This design comes from an exercise in tuning for small area, a short achievable clock period and few clock cycles per item on the open sky130 flow, not from production work. RTL that was checked went through simulation tests only; none was proved equivalent to the original. Power and IR drop assume default switching activity.

## chunk_decoder
module chunk_decoder (
    input  wire        clk,
    input  wire        rst,         
    input  wire        in_valid,
    input  wire [7:0]  in_data,
    output wire        in_ready,
    output wire        out_valid,
    input  wire        out_ready,
    output wire        out_hdr,
    output wire [3:0]  out_kind,
    output wire [23:0] out_value,
    output wire [8:0]  out_len,
    output wire [7:0]  out_data,
    output wire        fault,
    output wire [7:0]  fault_tag
);
    localparam integer RING = 248;    
    localparam integer QD   = 6;
    localparam [3:0] K_DATA    = 4'd7;
    localparam [3:0] K_UNKNOWN = 4'd8;
    integer i;
    reg        in_ready_r;
    reg        stop;                  
    reg  [7:0] a_d;
    reg        a_v;
    reg        need_tag;              
    reg        need_len;              
    reg  [7:0] rem_in;                
    reg  [8:0] cin;                   
    reg        fault_r;
    reg  [7:0] fault_tag_r;
    wire       in_fire = in_valid & in_ready_r;
    wire [2:0] a_cls   = a_d[7:5];
    wire       a_bad   = a_d[7] & ~(a_d[6] & a_d[5]);
    reg        p_need_tag, p_need_len, p_done;
    reg  [7:0] p_rem;
    always @(*) begin
        p_need_tag = need_tag;
        p_need_len = need_len;
        p_rem      = rem_in;
        p_done     = 1'b0;
        if (a_v) begin
            if (need_tag) begin
                case (a_cls)
                    3'd0: p_done = 1'b1;
  ...
Size in the first run: about 3700 cells after synthesis, about 69 I/O pins.
export LEC_CHECK = 0
export CAP_MARGIN = 20
export CORE_MARGIN = 2
export CORE_UTILIZATION = 40
export SETUP_SLACK_MARGIN = 4.0
export SLEW_MARGIN = 20
create_clock -name core_clock -period 7.0 [get_ports {clk}]
run.sh (not shown) runs the stock make flow with config.mk's settings and CLKGATE_MAP_FILE= SYNTH_SCRIPT=/design/flow/synth_recipe.tcl, a recipe that flattens the netlist after the stock synthesis.
Edit:
--- a/flow/design.v
+++ b/flow/design.v
@@ -322,30 +322,31 @@
             b_value = {16'h0000, q0};
             pop = 2'd1;
             rem_nx = rem_m1;
             if (rem == 8'd1) begin n_pay = 1'b0; n_tag = 1'b1; end
         end
     end
     wire [1:0] pop_g = o_free ? pop : 2'd0;
-    wire       p_1   = o_free & (pop == 2'd1);
-    wire       p_2   = o_free & (pop == 2'd2);
-    wire       p_0   = ~(p_1 | p_2);
     wire       o_ld  = o_free & beat;
     wire       o_vl  = o_free & vload & ~beat;
     reg [7:0]    qn [0:QD-1];
     reg [QD-1:0] qvn;
     reg [7:0]    c0, c1, c2;
     reg [QD-1:0] v0, v1, v2;
     wire [QD:0]  qvp = {qv, 1'b1};     
     always @(*) begin
         for (i = 0; i < QD; i = i + 1) begin
             c0 = (take && qvp[i] && !qv[i]) ? rd_d : qm[i];
             c1 = (i + 1 < QD) ? ((take && qv[i] && !qvp[i+2]) ? rd_d : qm[(i+1)%QD]) : rd_d;
             c2 = (i + 2 < QD) ? ((take && qvp[i+2] && !qvp[i+3]) ? rd_d : qm[(i+2)%QD]) : rd_d;
-            qn[i] = ({8{p_0}} & c0) | ({8{p_1}} & c1) | ({8{p_2}} & c2);
+            case (pop_g)
+                2'd1:    qn[i] = c1;
+                2'd2:    qn[i] = c2;
+                default: qn[i] = c0;
+            endcase
         end
         v0 = qv | (take ? {qv[QD-2:0], 1'b1} : {QD{1'b0}});
         v1 = {1'b0, qv[QD-1:1]} | (take ? qv : {QD{1'b0}});
         v2 = {2'b0, qv[QD-1:2]} | (take ? {1'b0, qv[QD-1:1]} : {QD{1'b0}});
         case (pop_g)
             2'd1:    qvn = v1;
             2'd2:    qvn = v2;
@@ -363,16 +364,16 @@
     wire       ins2_1 = take & qv[2] & ~qv[3];
     wire [6:0] f0_c0 = ins0_0 ? dec_rd : f0;
     wire [6:0] f0_c1 = ins1_0 ? dec_rd : dec_q1;
     wire [6:0] f0_c2 = ins2_0 ? dec_rd : dec_q2;
     wire       nz1_c0 = ins0_1 ? dec_rd[1] : f1nz;
     wire       nz1_c1 = ins1_1 ? dec_rd[1] : dec_q2[1];
     wire       nz1_c2 = ins2_1 ? dec_rd[1] : (qm[3] != 8'd0);
-    wire [6:0] f0_n   = ({7{p_0}} & f0_c0) | ({7{p_1}} & f0_c1) | ({7{p_2}} & f0_c2);
-    wire       f1nz_n = (p_0 & nz1_c0) | (p_1 & nz1_c1) | (p_2 & nz1_c2);
+    wire [6:0] f0_n  = (pop_g == 2'd1) ? f0_c1 : (pop_g == 2'd2) ? f0_c2 : f0_c0;
+    wire       f1nz_n = (pop_g == 2'd1) ? nz1_c1 : (pop_g == 2'd2) ? nz1_c2 : nz1_c0;
     reg [7:0] wn0, wn1, wn2;
     wire [1:0] wpop = {1'b0, wr};
     always @(*) begin
         if (wr) begin wn0 = w1; wn1 = w2; wn2 = w2; end
         else    begin wn0 = w0; wn1 = w1; wn2 = w2; end
         if (a_push) begin
             case (wcnt - wpop)
The new run produced a clean layout.
Via count barely changes.
Sequential power falls by about 3%.
First-iteration DRC count falls by 6.1%.
Clock-buffer cell count rises by 17.
Fmax rises by 2.8%.
Total power falls by 5.9%.
Global-route usage falls by 0.51 points.
Critical path depth does not change.
Setup slack improved by 0.086 ns.
Testbench counts after the change, summed over its fixed seeds: cycles 26,311, items 1,600.
Only the layout flow was run in the first run of this note; the RTL was not checked for function there.

## what the ideal ports hide
How much do the figures lean on ideal ports? The routed layouts below were timed once more, with nothing changed but the port constraints.
Step 1 assumes that a clkbuf_16 drives the clock port and a buf_2 every other input.
Step 2 adds t to the input delays and takes it off the output delays; t is the mean of the earliest and latest rising clock arrival at the registers after step 1. Input paths then give back, and output paths get back, about the clock's delay inside the block.
Three values: no drivers, after step 1, after step 2; two values: the first two.
| run | t (ns) | setup slack, ns | latest minus earliest clock arrival (ns) | worst slew at a driven data input, ns |
|---|---|---|---|---|
| the first run | 0.847 | 3.839 / 3.771 / 2.924 | 0.035 / 0.034 | 0.13 |
| the second run | 0.849 | 3.925 / 3.925 / 3.259 | 0.040 / 0.039 | 0.07 |
After both steps setup and hold are still met in every run listed. For the first run, which loses most, drivers alone change the setup slack by -0.068 ns; drivers and shift together by -0.915 ns.
